Source: an optimization exercise on an open RTL-to-GDS flow (aim: small area). Production flows keep margins and buffers that such runs may drop. Only simulation tests tie the RTL to the original design; equivalence was not proved. No activity file was given, so power comes from the tool's default toggle rates.

**design/flow/config.mk**
```make
export PLATFORM = sky130hd
export DESIGN_NAME = pico_i2c_slave
export DESIGN_NICKNAME = pico_i2c_slave
export VERILOG_FILES = /design/flow/design.v
export SDC_FILE = /design/flow/constraint.sdc
export NUM_CORES = 4
export LEC_CHECK = 0
export CAP_MARGIN = 20
export CORE_MARGIN = 2
export CORE_UTILIZATION = 40
export SLEW_MARGIN = 20
```
**design/flow/constraint.sdc**
```tcl
create_clock -name core_clock -period 10.0 [get_ports {clk}]
set_input_delay 2.0000 -clock core_clock [delete_from_list [all_inputs] [get_ports {clk}]]
set_output_delay 2.0000 -clock core_clock [all_outputs]
set_load 0.01 [all_outputs]
```
**design/flow/design.v**
```verilog
module pico_i2c_slave (
    input  wire       clk,
    input  wire       rst,
    input  wire       scl_i,
    input  wire       sda_i,
    output wire       sda_o,
    output reg        rx_ovf,
    output reg        tx_ovf,
    output reg  [1:0] diag_code
);
    localparam [6:0] SLAVE_ADDR = 7'b0000100;
    localparam [1:0] BE_IDLE = 2'd0,
                     BE_ADDR = 2'd1,
                     BE_RX   = 2'd2,
                     BE_TX   = 2'd3;
    reg [1:0] be;
    reg [3:0] bitcnt;
    reg [7:0] sr;
    reg       rw;
    reg       scl_q, sda_q;
    reg       sda_out;
    reg [3:0] head;       
    reg [1:0] pend;       
    reg       valid;      
    reg [1:0] mode;       
    reg [7:0] seq;        
    wire scl = scl_i;
    wire sda = sda_i & sda_out;
    wire lc_start = scl_q & scl &  sda_q & ~sda;
    wire lc_stop  = scl_q & scl & ~sda_q &  sda;
    wire lc_rise  = ~scl_q & scl & (sda_q == sda);
    wire lc_fall  = scl_q & ~scl & (sda_q == sda);
    wire addr_hit = (sr[7:1] == SLAVE_ADDR);
    wire [1:0] sr_class = (sr == 8'h03) ? 2'd1 :
                          (sr == 8'h04) ? 2'd2 :
                          (sr == 8'h05) ? 2'd3 : 2'd0;
    reg [7:0] csum0;
    always @* begin
        case (mode)
            2'd0: csum0 = 8'h0C;
            2'd1: csum0 = 8'h49;
            2'd2: csum0 = 8'h8F;
            default: csum0 = 8'h26;
        endcase
    end
    wire [7:0] csum = (csum0 ^ seq) + 8'd1;
    reg [7:0] rbyte;
    always @* begin
        case ({mode, head})
            {2'd0, 4'd0}:  rbyte = 8'hFF;
            {2'd0, 4'd1}:  rbyte = 8'hFF;
            {2'd1, 4'd0}:  rbyte = 8'h48;
            {2'd1, 4'd1}:  rbyte = 8'h61;
            {2'd1, 4'd2}:  rbyte = 8'h6E;
            {2'd1, 4'd3}:  rbyte = 8'h64;
            {2'd1, 4'd4}:  rbyte = 8'h72;
            {2'd1, 4'd5}:  rbyte = 8'h61;
            {2'd1, 4'd6}:  rbyte = 8'h64;
            {2'd1, 4'd7}:  rbyte = 8'h20;
            {2'd1, 4'd8}:  rbyte = 8'h30;
            {2'd1, 4'd9}:  rbyte = 8'h30;
            {2'd1, 4'd10}: rbyte = 8'h30;
            {2'd1, 4'd11}: rbyte = 8'h31;
            {2'd2, 4'd0}:  rbyte = 8'h3B;
            {2'd2, 4'd1}:  rbyte = 8'h59;
            {2'd2, 4'd2}:  rbyte = 8'hE8;
            {2'd2, 4'd3}:  rbyte = 8'h2A;
            {2'd2, 4'd4}:  rbyte = 8'hE9;
            {2'd2, 4'd5}:  rbyte = 8'hB1;
            {2'd2, 4'd6}:  rbyte = 8'hBE;
            {2'd2, 4'd7}:  rbyte = 8'hD8;
            {2'd3, 4'd0}:  rbyte = 8'h41;
            {2'd3, 4'd1}:  rbyte = 8'h42;
            {2'd3, 4'd2}:  rbyte = 8'h43;
            {2'd3, 4'd3}:  rbyte = 8'h44;
            {2'd3, 4'd4}:  rbyte = 8'h31;
            {2'd3, 4'd5}:  rbyte = 8'h32;
            {2'd3, 4'd6}:  rbyte = 8'h33;
            {2'd3, 4'd7}:  rbyte = 8'h34;
            {2'd3, 4'd8}:  rbyte = 8'h35;
            {2'd3, 4'd9}:  rbyte = 8'h36;
            {2'd3, 4'd10}: rbyte = 8'h37;
            {2'd3, 4'd11}: rbyte = 8'h38;
            default:       rbyte = 8'h00;
        endcase
        if (head == 4'd12) rbyte = (mode == 2'd0) ? 8'd1 : {6'd0, mode} + 8'd2;
        if (head == 4'd13) rbyte = seq;
        if (head == 4'd14) rbyte = csum;
    end
    wire [7:0] tx_byte = (head == 4'd15) ? 8'hFF : (valid ? rbyte : 8'h00);
    wire fetch = lc_fall & (be == BE_ADDR ? (bitcnt == 4'd9 &  rw) :
                            be == BE_TX   ? (bitcnt == 4'd9 & ~sr[0]) : 1'b0);
    wire ev_rx = lc_fall & (be == BE_RX) & (bitcnt == 4'd8);
    assign sda_o = sda_out;
    always @(posedge clk) begin
        if (rst) begin
            be      <= BE_IDLE;
            rw      <= 1'b0;
            scl_q   <= 1'b1;
            sda_q   <= 1'b1;
            sda_out <= 1'b1;
        end else begin
            scl_q <= scl;
            sda_q <= sda;
            if (lc_start || lc_stop) begin
                be      <= lc_start ? BE_ADDR : BE_IDLE;
                bitcnt  <= 4'd0;
                sda_out <= 1'b1;
            end else if (lc_rise) begin
                if (be != BE_IDLE && bitcnt != 4'd9) begin
                    sr     <= {sr[6:0], sda};
                    bitcnt <= bitcnt + 4'd1;
                end
            end else if (lc_fall) begin
                case (be)
                    BE_ADDR: begin
                        if (bitcnt == 4'd8) begin
                            if (addr_hit) begin
                                rw      <= sr[0];
                                sda_out <= 1'b0;
                            end else begin
                                be <= BE_IDLE;
                            end
                        end else if (bitcnt == 4'd9) begin
                            bitcnt <= 4'd0;
                            if (!rw) begin
                                be      <= BE_RX;
                                sda_out <= 1'b1;
                            end else begin
                                be      <= BE_TX;
                                sr      <= tx_byte;
                                sda_out <= tx_byte[7];
                            end
                        end
                    end
                    BE_RX: begin
                        if (bitcnt == 4'd8) begin
                            sda_out <= 1'b0;
                        end else if (bitcnt == 4'd9) begin
                            sda_out <= 1'b1;
                            bitcnt  <= 4'd0;
                        end
                    end
                    BE_TX: begin
                        if (bitcnt >= 4'd1 && bitcnt <= 4'd7) begin
                            sda_out <= sr[7];
                        end else if (bitcnt == 4'd8) begin
                            sda_out <= 1'b1;
                        end else if (bitcnt == 4'd9) begin
                            bitcnt <= 4'd0;
                            if (!sr[0]) begin
                                sr      <= tx_byte;
                                sda_out <= tx_byte[7];
                            end else begin
                                be      <= BE_IDLE;
                                sda_out <= 1'b1;
                            end
                        end
                    end
                    default: ;
                endcase
            end
        end
    end
    always @(posedge clk) begin
        if (rst) begin
            valid     <= 1'b0;
            rx_ovf    <= 1'b0;
            tx_ovf    <= 1'b0;
            diag_code <= 2'd0;
        end else begin
            diag_code <= 2'd0;
            if (lc_start || lc_stop) begin
                head <= 4'd0;
            end else if (ev_rx) begin
                if (head == 4'd9) begin
                    head      <= 4'd0;
                    rx_ovf    <= 1'b1;
                    diag_code <= 2'd1;
                end else begin
                    head <= head + 4'd1;
                    if (head == 4'd0)
                        pend <= sr_class;
                    if (head == 4'd8) begin
                        valid <= 1'b1;
                        mode  <= pend;
                        seq   <= valid ? seq + 8'd1 : 8'd0;
                    end
                end
            end else if (fetch) begin
                if (head == 4'd15) begin
                    head      <= 4'd0;
                    tx_ovf    <= 1'b1;
                    diag_code <= 2'd2;
                end else begin
                    head <= head + 4'd1;
                end
            end
        end
    end
endmodule
```
**design/flow/run.sh**
```bash
#!/bin/bash
# synth_recipe.tcl (not shown) runs the flow's synth.tcl, then flattens the netlist and writes it again
# the make line also repeats each setting of config.mk as NAME=value (left out here)
make -C /OpenROAD-flow-scripts/flow DESIGN_CONFIG=/design/flow/config.mk WORK_HOME=/design/flow/orfs CLKGATE_MAP_FILE= SYNTH_SCRIPT=/design/flow/synth_recipe.tcl finish
```
==> summary.txt <==
[power groups by stage]
stage / combinational [uW] / clock (uW) / sequential (uW)
3_5_place_dp: 38.4 / 0 / 183
6_report: 39.0 / 132 / 180
4_1_cts: 38.6 / 135 / 180
5_1_grt: 43.8 / 142 / 180
3_3_place_gp: 38.3 / 0 / 183
2_1_floorplan: 31.0 / 0 / 181
[stage by stage]
step                      cell area (um2)  util, %  cells  setup slack [ns]  hold slack (ns)
after detailed placement             3390     43.4    474              5.53            0.429
after floorplan                      3270        -    386              6.01            0.400
final                                3500     44.8    482              5.83            0.458
after global placement               3390     43.4    474              5.63            0.437
after global routing                 3500     44.8    482              5.59            0.472
after CTS                            3500     44.8    482              5.85            0.460
[critical path: stages]
cell	delay, ns
clkdlybuf4s50_1	0.46
nand3b_1	0.23
and4b_1	0.65
nand3b_1	0.21
o41ai_1	0.10
and2_1	0.20
o21a_1	0.30
[area by class of cell]
class | instances | share of cell area [%]
flip-flops and latches | 39 | 30.4
multi-input cells | 309 | 58.8
well taps | 102 | 3.65
inverters | 15 | 1.61
clock buffers | 5 | 1.97
repair buffers | 9 | 2.51
clock inverters | 3 | 1.11
[cell families (layout without fill, tap and decap cells)]
kind of cell	count (synthesis)	in the layout	share of synthesized area, %
buffers and inverters	38	32	4.56
AOI/OAI and AO/OA	110	110	22.4
xor gates and xnor gates	17	17	4.56
and+or+nand+nor	149	149	23.9
muxes	8	8	2.53
adders and majority gates	25	25	9.58
DFF	39	39	32.5
[per-layer routing]
metal / global-route usage (%) / wire length, um / up-vias
met5: 0 / 0 / -
met4: 5.07 / 102 / 0
met3: 2.47 / 276 / 10
met2: 29.6 / 3580 / 59
met1: 26.4 / 3790 / 1322
li1: - / - / 1403
[flip-flops by register name, indices dropped and copies added, names as in the netlist, 2 cells and up]
signal and flops:
mode 2, diag_code 2, be 2, seq 8
sr 8, head 4, bitcnt 4, pend 2
[cells in the mapped netlist, drive strengths merged (2+ instances only)]
| cell | count | share of area [%] |
|---|---|---|
| nor2 | 37 | 4.3 |
| nand2 | 36 | 4.1 |
| edfxtp | 28 | 26 |
| o21ai | 27 | 4.1 |
| a21oi | 26 | 4.1 |
| ha | 25 | 9.6 |
| nand3 | 17 | 2.6 |
| clkbuf | 16 | 1.8 |
| inv | 15 | 1.7 |
| dfxtp | 11 | 6.7 |
| and2 | 10 | 1.9 |
| xnor2 | 10 | 2.7 |
| a31oi | 8 | 1.5 |
| nor3 | 8 | 1.2 |
| buf | 7 | 1.0 |
| xor2 | 7 | 1.9 |
| mux2i | 6 | 1.8 |
| nand2b | 6 | 1.1 |
| o31ai | 5 | 1.1 |
| a21o | 4 | 0.96 |
| nor3b | 4 | 1.1 |
| nor4 | 4 | 0.96 |
| or3 | 4 | 0.77 |
| a211oi | 3 | 0.69 |
| a21boi | 3 | 0.69 |
| a221oi | 3 | 0.80 |
| nand3b | 3 | 0.69 |
| nand4 | 3 | 0.57 |
| nor2b | 3 | 0.57 |
| o21a | 3 | 0.69 |
| or2 | 3 | 0.57 |
| a22oi | 2 | 0.46 |
| a311oi | 2 | 0.54 |
| a32o | 2 | 0.61 |
| and3 | 2 | 0.38 |
| and4b | 2 | 0.61 |
| mux2 | 2 | 0.69 |
| o2111ai | 2 | 0.54 |
| o211ai | 2 | 0.46 |
| o22ai | 2 | 0.38 |
| o311ai | 2 | 0.54 |
| o31a | 2 | 0.54 |
| or4 | 2 | 0.57 |
[worst max path at each step]
| stage | from | slack (ns) | endpoint | depth (start not counted) |
|---|---|---|---|---|
| after global routing | sda_i | 5.59 | sr[5] | 7 |
| final | sda_i | 5.83 | sr[5] | 7 |
| after floorplan | sda_i | 6.01 | mode[0] | 5 |
| after global placement | sda_i | 5.63 | sr[1] | 7 |
| after detailed placement | sda_i | 5.53 | sr[5] | 7 |
| after CTS | sda_i | 5.85 | sr[2] | 7 |
==> impl_metrics.csv <==
group,metric,value,unit
routing,wire_per_inst,16.1,um
power_and_ir_drop,switching_share,24.6,%
synthesis,ys_warn_count,1,
synthesis,synth_nets,415,
global_routing,grt_max_degree,28,
power_and_ir_drop,vdd_drop_max,0.0000584,V
timing,tns,0,ns
floorplanning,io_pins,9,
clock_network,cts_max_level,2,
finish,final_nets,408,
routing,post-route-drc-count,0,
routing,first_pass_iters,4,
routing,ant_nets,0,
synthesis,synth_edf_count,28,
power_and_ir_drop,clkPwrFrac,37.6,%
floorplanning,dieArea,0.00890,mm2
routing,dr.first_iter.drc_count,153,
worst_setup_path,reg2reg_slack,6.60,ns
worst_setup_path,rr_startpoint,"mode[0]",
power_and_ir_drop,power,350,uW
power_and_ir_drop,power.leakage,0.00129,uW
synthesis,synth.distinct_cells,67,
hold_path,hold_class,"flip-flop to flip-flop",
finish,diodes,0,
timing,rsz0062_at_grt,"no",
clock_network,cts_tree,"yes",
finish,final_cell_mix,"nor2_1, nand2_1, edfxtp_1, o21ai_0",
timing,fin_crit_sh,41.7,%
worst_setup_path,cp_max_fo,19,
synthesis,avgSynthCellArea,8.46,um2
clock_network,path_clk_slew,0.08,ns
hold_path,holdPathStages,1,
hold_path,holdPathEnd,"tx_ovf",
worst_setup_path,cp-start-kind,"input pin",
floorplanning,num_rows,32,
global_routing,grt_usage,18.5,%
timing,setup_viol,0,
power_and_ir_drop,power.combinational.fraction,11.1,%
power_and_ir_drop,switching_power,86.3,uW
worst_setup_path,required,9.98,ns
floorplanning,core_region_area,0.00781,mm2
timing,finalClockSkew,0.00419,ns
place,port_buffers,8,
floorplanning,die_x,94.4,um
clock_network,clock_path_buffers,2,
clock_network,post-cts-setup-buffers,0,
hold_path,min_from,"tx_ovf",
finish,fillers,791,
clock_network,cts.sinks,39,
worst_setup_path,crit_path_end_kind,"flip-flop",
global_routing,grt_antenna_before_repair,0,
worst_setup_path,cp.arrival,4.15,ns
clock_network,cts_buffers,5,
run_status,status,"no timing/DRC/antenna violations",
place,hpwlAfterDp,5850,um
timing,min_period,4.17,ns
worst_setup_path,critical_path_class,"input pin to flip-flop",
floorplanning,start_util,41.8,%
global_routing,overflow,0,
finish,area_growth,7.05,%
power_and_ir_drop,p_seq_share,51.2,%
finish,final_layout_size_suffix_gt1_share,5.26,%
routing,wl,7750,um
global_routing,grt_pass1_vias,2630,
synthesis,seq_area_frac_synth,32.5,%
finish,multi_input_area,0.00206,mm2
place,gp_congestion,0.890,
timing,slew_headroom,40.3,%
flow_run,cap_violations,0,
finish,layout_commonest_cell,"nor2_1",
clock_network,cts.root.buffer_cell,"clkbuf_8",
routing,vias,2794,
power_and_ir_drop,power.internal,264,uW
global_routing,grt_first_pass_wirelength,13100,um
synthesis,synth_flop_cell,"edfxtp_1",
synthesis,synthArstFlopShare,0,%
clock_network,cts_resized,0,
floorplanning,die_h,94.4,um
timing,fmax,240,MHz
timing,hold_violations,0,
synthesis,synth.ff_latch_count,39,
clock_network,hold_buffers,0,
routing,viasPerCell,5.80,
finish,seq_area,0.00106,mm2
synthesis,syn_inst,386,
clock_network,clock_latency,0.30,ns
worst_setup_path,r2r_end,"sr[6]",
worst_setup_path,reg2regPathDepth,10,
timing,drv_slew,0,
synthesis,syn_area,0.00327,mm2
timing,worstMarginPinSlew,0.896,ns
power_and_ir_drop,powerDensity,100,mW/mm2

[separate check: timing with driven ports]
Ports are ideal in the flow. The routed layout listed here was re-timed in OpenROAD.
Step 1 sets driving cells, clkbuf_16 on the clock port and buf_2 on the other inputs (assumed; they add their load-dependent delay and slew).
Step 2, shift: input delay + t, output delay - t, t = (earliest + latest rising clock arrival at the registers) / 2. This alone moves slack from input paths to output paths.
a / b / c = ideal ports / drivers / drivers and shift; a / b = the first two.
shift t [ns]: 0.325
setup slack, ns: 5.828 / 5.839 / 5.514
hold WS [ns]: 0.458 / 0.458 / 0.458
clock arrival spread, ns: 0.004 / 0.005
After both steps this run still meets setup and hold. For this run, drivers alone change the setup slack by +0.011 ns; drivers and shift together by -0.314 ns.
